Context: an optimization exercise on an open-source flow, tuned for small area, a short achievable clock period and few clock cycles. The choices shown serve that exercise and are no tape-out recipe. In this exercise RTL edits were held to simulation tests only and were not proved equivalent to the original. Power and IR drop assume default switching activity.

// obd_rx
module obd_rx (
    input  wire        clk,
    input  wire        rst,
    input  wire        start,
    input  wire [1:0]  proto,     
    input  wire [7:0]  pid,
    input  wire [7:0]  mode,
    input  wire [7:0]  cap,       
    input  wire [17:0] per,       
    output wire        idle,
    input  wire        e_valid,
    output wire        e_ready,
    input  wire [31:0] e_time,
    input  wire        e_end,     
    output reg         o_valid,
    output reg  [7:0]  o_data,
    output reg         done,
    output reg  [7:0]  status,
    output reg  [7:0]  count,     
    output reg  [6:0]  nbytes,    
    output reg         framing    
);
clock: 10.0 ns
lec_check: 0
abc_clock_period_in_ps: 4000
cap_margin: 20
core_margin: 2
core_utilization: 40
slew_margin: 20
run.sh (not shown) runs the stock make flow with config.mk's settings and CLKGATE_MAP_FILE= SYNTH_SCRIPT=/design/flow/synth_recipe.tcl, a recipe that flattens the netlist after the stock synthesis.
Testbench counts at the start, summed over its fixed seeds: cycles 18,116.
Rerun with:
- ABC_AREA: not set -> 1
- ABC_CLOCK_PERIOD_IN_PS: 4000 -> not set
Outcome: The new run went through all stages and came out clean. Setup slack gains 1.1 ns. Area after synthesis goes up by 7.8%. Worst hold slack loses 0.020 ns. Final area increases by 7.1%. First-iteration DRC count grows by 11%. Combinational power rises by 14%. Total power increases by 4.1%. Die area climbs by 7.6%. Routed wire length grows by 17%. Sequential cell count is unchanged. Count of clock-buffer cells in the layout came out lower by 11.

========
Setup of main:
The RTL this note starts from:
==> flow/design.v <==
module obd_rx (
    input  wire        clk,
    input  wire        rst,
    input  wire        start,
    input  wire [1:0]  proto,     
    input  wire [7:0]  pid,
    input  wire [7:0]  mode,
    input  wire [7:0]  cap,       
    input  wire [17:0] per,       
    output wire        idle,
    input  wire        e_valid,
    output wire        e_ready,
    input  wire [31:0] e_time,
    input  wire        e_end,     
    output reg         o_valid,
    output reg  [7:0]  o_data,
    output reg         done,
    output reg  [7:0]  status,
    output reg  [7:0]  count,     
    output reg  [6:0]  nbytes,    
    output reg         framing    
);
    localparam [7:0] ST_OK         = 8'h00;
    localparam [7:0] ST_NACK       = 8'h01;
    localparam [7:0] ST_ERR_TIMING = 8'h10;
    localparam [7:0] ST_ERR_SHORT  = 8'h11;
    localparam [7:0] ST_ERR_SID    = 8'h12;
    localparam [7:0] ST_ERR_PID    = 8'h13;
    localparam [7:0] ST_ERR_TRUNC  = 8'h14;
    localparam [7:0] ST_ERR_PROTO  = 8'h15;
    reg        busy;      
    reg        rx;        
    reg [1:0]  r_proto;
    reg [7:0]  r_pid;
    reg [7:0]  r_mode;
    reg [6:0]  r_cap;     
    reg [17:0] r_per;
    reg [19:0] m3;        
    reg [20:0] m5;        
    reg [20:0] m7;        
    reg [21:0] m9;        
    reg [21:0] h9;        
    reg        iv;        
    reg        ie;        
    reg [30:0] it;
    reg        dv;
    reg        de;
    reg        sel;       
    reg [23:0] eA;        
    reg [23:0] eB;
    reg [30:0] th9;       
    reg        act;       
    reg        stop;      
    reg [30:0] sh9;       
    reg [9:0]  samp;      
    reg        ps;        
    reg [7:0]  pb;        
    reg [2:0]  h;
    reg [2:0]  ds;        
    reg [2:0]  nmin;      
    reg        nack;
    reg        sid_ok;
    reg        pid_ok;
    reg [7:0]  hb;        
    reg [1:0]  tag;       
    reg        trunc;     
    reg [3:0]  lhi;       
    reg [6:0]  rem;       
    reg [6:0]  cnt;       
    assign idle    = ~busy;
    assign e_ready = rx;
    wire [30:0] e_a = it - sh9;
    wire [30:0] e_b = it - th9;
    wire        en  = sel ? eB[23] : eA[23];
    wire [22:0] el  = sel ? eB[22:0] : eA[22:0];
    function past;
        input [22:0] x;
        input [21:0] m;
        reg   [23:0] s;
        begin
            s    = {1'b0, x} + {2'b0, m};
            past = s[23];
        end
    endfunction
    wire [9:0] therm;
    assign therm[9] = ~en;
    assign therm[8] = ~en | past(el, {4'd0, r_per});
    assign therm[7] = ~en | past(el, {3'd0, r_per, 1'b0});
    assign therm[6] = ~en | past(el, {2'd0, m3});
    assign therm[5] = ~en | past(el, {2'd0, r_per, 2'b0});
    assign therm[4] = ~en | past(el, {1'd0, m5});
    assign therm[3] = ~en | past(el, {1'd0, m3, 1'b0});
    assign therm[2] = ~en | past(el, {1'd0, m7});
    assign therm[1] = ~en | past(el, {1'd0, r_per, 3'b0});
    assign therm[0] = ~en | past(el, m9);
    wire        newc     = dv & ~stop & (~act | therm[9]);
    wire        fin_edge = dv & act & ~stop & therm[9];
    wire        fin_end  = de & act & ~stop;
    wire        fin      = fin_edge | fin_end;
    wire        good     = ~samp[0] & samp[9];
    wire [6:0]  n1       = nbytes + 7'd1;
    wire        st_e  = fin_end & good;
    wire        st    = ps | st_e;
    wire [7:0]  b     = ps ? pb : samp[8:1];
    wire [6:0]  pi    = ps ? nbytes - 7'd1 : nbytes;    
    wire        is_m3     = (r_mode == 8'd3);
    wire        ok_so_far = (r_proto != 2'd0) & ~nack & sid_ok & (~(r_mode == 8'd1) | pid_ok);
    wire [7:0]  cb    = is_m3 ? b : hb;
    wire [6:0]  ci    = is_m3 ? pi : pi - 7'd1;
    wire        cv_ok = (is_m3 | (pi != 7'd0)) & ok_so_far;
    wire        at_ds = (ci == {4'd0, ds});
    wire [11:0] llen  = {lhi, cb};
    wire [6:0]  lim_s = ({3'd0, cb[3:0]} < r_cap) ? {3'd0, cb[3:0]} : r_cap;
    wire [6:0]  lim_l = (llen < {5'd0, r_cap}) ? llen[6:0] : r_cap;
    wire        p_short = at_ds & (cb[7:4] == 4'h0);
    wire        p_long  = at_ds & (cb[7:4] == 4'h1);
    wire        p_plain = at_ds & (cb[7:4] != 4'h0) & (cb[7:4] != 4'h1);
    wire        p_len   = ~at_ds & (tag == 2'd3);
    wire        p_emit  = p_plain ? (r_cap != 7'd0)
                        : (~at_ds & (tag == 2'd1 || tag == 2'd2) & (rem != 7'd0));
    wire        at_h    = st & (pi == {4'd0, h});
    wire        at_h1   = st & (pi == {4'd0, h} + 7'd1);
    wire        pv      = st & cv_ok;
    wire        nack_f  = at_h ? (b == 8'h7F) : nack;
    wire        sid_f   = at_h ? (b == r_mode + 8'h40) : sid_ok;
    wire        pid_f   = at_h1 ? (b == r_pid) : pid_ok;
    wire        trunc_f = pv ? (p_long | (trunc & ~p_len)) : trunc;
    wire [6:0]  nf      = st_e ? n1 : nbytes;
    wire [6:0]  cnt_f   = cnt + {6'd0, pv & p_emit};
    always @(posedge clk) begin
        iv      <= 1'b0;
        ie      <= 1'b0;
        dv      <= iv;
        de      <= ie;
        ps      <= fin_edge & good;
        o_valid <= pv & p_emit;
        done    <= de;
        if (rst) begin
            busy    <= 1'b0;
            rx      <= 1'b0;
            dv      <= 1'b0;
            de      <= 1'b0;
            ps      <= 1'b0;
            o_valid <= 1'b0;
            done    <= 1'b0;
        end else begin
            if (start & ~busy) begin
                busy <= 1'b1;
                rx   <= 1'b1;
            end
            if (rx & e_valid) begin
                iv <= ~e_end;
                ie <= e_end;
                if (e_end)
                    rx <= 1'b0;
            end
            if (de)
                busy <= 1'b0;
        end
    end
    always @(posedge clk) begin
        it      <= e_time[30:0];
        eA      <= {e_a[30], e_a[22:0]};
        eB      <= {e_b[30], e_b[22:0]};
        sel     <= newc;
        pb      <= samp[8:1];
        m3      <= {2'd0, r_per} + {1'd0, r_per, 1'b0};
        m5      <= {3'd0, r_per} + {1'd0, r_per, 2'b0};
        m7      <= {r_per, 3'b0} - {3'd0, r_per};
        m9      <= {4'd0, r_per} + {1'd0, r_per, 3'b0};
        h9      <= {4'd0, r_per} + {1'd0, r_per, 3'b0} + {5'd0, r_per[17:1]};
        if (iv)
            th9 <= it + {9'd0, h9};
        if (start & ~busy) begin
            r_proto <= proto;
            r_pid   <= pid;
            r_mode  <= mode;
            r_cap   <= (cap > 8'd64) ? 7'd64 : cap[6:0];
            r_per   <= per;
            nbytes  <= 7'd0;
            framing <= 1'b0;
            act     <= 1'b0;
            stop    <= 1'b0;
            nack    <= 1'b0;
            sid_ok  <= 1'b0;
            pid_ok  <= 1'b0;
            tag     <= 2'd0;
            trunc   <= 1'b0;
            cnt     <= 7'd0;
            rem     <= 7'd0;
            h       <= 3'd0;
            ds      <= 3'd7;
            nmin    <= 3'd0;
        end
        if (newc) begin
            sh9  <= th9;
            samp <= 10'd0;
            act  <= 1'b1;
        end else if (dv & ~stop) begin
            samp <= (samp & therm) | ({10{~samp[9]}} & ~therm);
        end
        if (fin) begin
            if (~good) begin
                framing <= 1'b1;
                stop    <= 1'b1;
            end else begin
                nbytes <= n1;
                if (n1 == 7'd64)
                    stop <= 1'b1;
            end
        end
        if (st) begin
            hb     <= b;
            nack   <= nack_f;
            sid_ok <= sid_f;
            pid_ok <= pid_f;
            if (pi == 7'd0) begin
                if (r_proto == 2'd1)
                    h <= 3'd3;
                else
                    h <= 3'd1 + (b[7] ? 3'd2 : 3'd0) + ((b[5:0] == 6'd0) ? 3'd1 : 3'd0);
            end
            if (pi == 7'd1) begin
                ds   <= h + 3'd1 + ((~is_m3 & ((r_pid != 8'd0) | (r_mode == 8'd1))) ? 3'd1 : 3'd0);
                nmin <= h + 3'd1 + (is_m3 ? 3'd0 : (r_pid == 8'd0) ? 3'd1 : 3'd2);
            end
        end
        if (pv) begin
            if (p_short) begin
                tag <= 2'd2;
                rem <= lim_s;
            end
            if (p_long) begin
                tag <= 2'd3;
                lhi <= cb[3:0];
            end
            if (p_plain) begin
                tag <= 2'd1;
                rem <= r_cap;
            end
            if (p_len) begin
                tag <= 2'd2;
                rem <= lim_l;
            end
            trunc <= trunc_f;
            if (p_emit) begin
                o_data <= cb;
                cnt    <= cnt_f;
                rem    <= (p_plain ? r_cap : rem) - 7'd1;
            end
        end
        if (de) begin
            count <= 8'hFF;
            if (r_proto == 2'd0)
                status <= ST_ERR_PROTO;
            else if (nf < 7'd3)
                status <= ST_ERR_TIMING;
            else if (nf < {4'd0, nmin})
                status <= ST_ERR_SHORT;
            else if (nack_f) begin
                status <= ST_NACK;
                count  <= 8'd0;
            end else if (~sid_f)
                status <= ST_ERR_SID;
            else if (r_mode == 8'd1 && ~pid_f)
                status <= ST_ERR_PID;
            else if (trunc_f)
                status <= ST_ERR_TRUNC;
            else begin
                status <= ST_OK;
                count  <= {1'b0, cnt_f};
            end
        end
    end
endmodule
clock: 10.0 ns
lec_check: 0
abc_area: 1
cap_margin: 20
core_margin: 2
core_utilization: 40
setup_slack_margin: 5
slew_margin: 20
main: full flow OK, the timing, DRC and antenna checks passed
Testbench counts of main, summed over its fixed seeds: cycles 18,436.
The following lists how the feature branch was set up differently from main:
# main
export LEC_CHECK = 0
export ABC_AREA = 1
export CAP_MARGIN = 20
export CORE_MARGIN = 2
export CORE_UTILIZATION = 40
export SETUP_SLACK_MARGIN = 5
export SLEW_MARGIN = 20
create_clock -name core_clock -period 10.0 [get_ports {clk}]
# the feature branch
export LEC_CHECK = 0
export ABC_AREA = 1
export CAP_MARGIN = 20
export CORE_MARGIN = 2
export CORE_UTILIZATION = 40
export SLEW_MARGIN = 20
create_clock -name core_clock -period 10.0 [get_ports {clk}]
==> flow/flow/run.sh (new file) <==
#!/bin/bash
# Standard layout, with timing repair aiming below the clock period.
export SETUP_SLACK_MARGIN=6.5
bash standard.sh > standard.log 2>&1
==> flow/standard.sh (new file) <==
#!/bin/bash
# synth_recipe.tcl (not shown) runs the flow's synth.tcl, then flattens the netlist and writes it again
# the make line also repeats each setting of config.mk as NAME=value (left out here)
make -C /OpenROAD-flow-scripts/flow DESIGN_CONFIG=/design/flow/config.mk WORK_HOME=/design/flow/orfs CLKGATE_MAP_FILE= SYNTH_SCRIPT=/design/flow/synth_recipe.tcl "${@:-finish}"
removed: flow/run.sh
==> comparison <==
The feature branch completed; timing, DRC and antenna clean. Looking at later-pin clock latency in the skew report, the feature branch sits 0.02 ns below main. Per the comparison of the feature branch with main, count of placed standard cells including taps level, number of standard cells in the layout, taps in and fillers out moved up. Of the feature branch and main, main shows the lower number of buffer and inverter stages on the critical path, with the feature branch above it. Clock tree cell share of total cell area came out lower on the feature branch than on main. Post-route total power up 2.1% in the feature branch wrt main. In the feature branch the sequential share of layout area turned out 1.0 points lower than in main. The feature branch ended up with a lower count of clock-buffer cells in the layout than main did. Post-route worst setup slack (the feature branch over main): increase, 1.11 ns. Between main and the feature branch, the flow reports number of global-route vias before repair increasing slightly. Higher area growth from synthesis to layout was reported by the feature branch, not main.

-- re-timing with driven ports --
No port has a modelled driver above. Below, the same layouts with a new extraction and two added sets of constraints. Step 1: set_driving_cell puts a clkbuf_16 on clk and a buf_2 on each other input, an assumption about the parent block. Step 2 moves the port delays by t, midway between the first and last clock arrival at a register: inputs arrive t later, outputs are due t later. That takes back most of the time a late clock gives input paths. a / b / c = ideal ports / drivers / drivers and shift; a / b = the first two.
run	t (ns)	setup slack, ns	worst hold slack (ns)
the first run of note 1	0.604	3.587 / 3.587 / 3.587	0.513 / 0.513 / 0.513
the second run of note 1	0.609	4.647 / 4.647 / 4.647	0.493 / 0.493 / 0.493
main	0.643	5.370 / 5.370 / 5.041	0.355 / 0.355 / 0.355
the feature branch	0.636	6.480 / 6.480 / 6.121	0.350 / 0.350 / 0.350
After both steps every run listed still meets setup and hold. For the feature branch, which loses most, drivers alone change the setup slack by 0.000 ns; drivers and shift together by -0.359 ns.
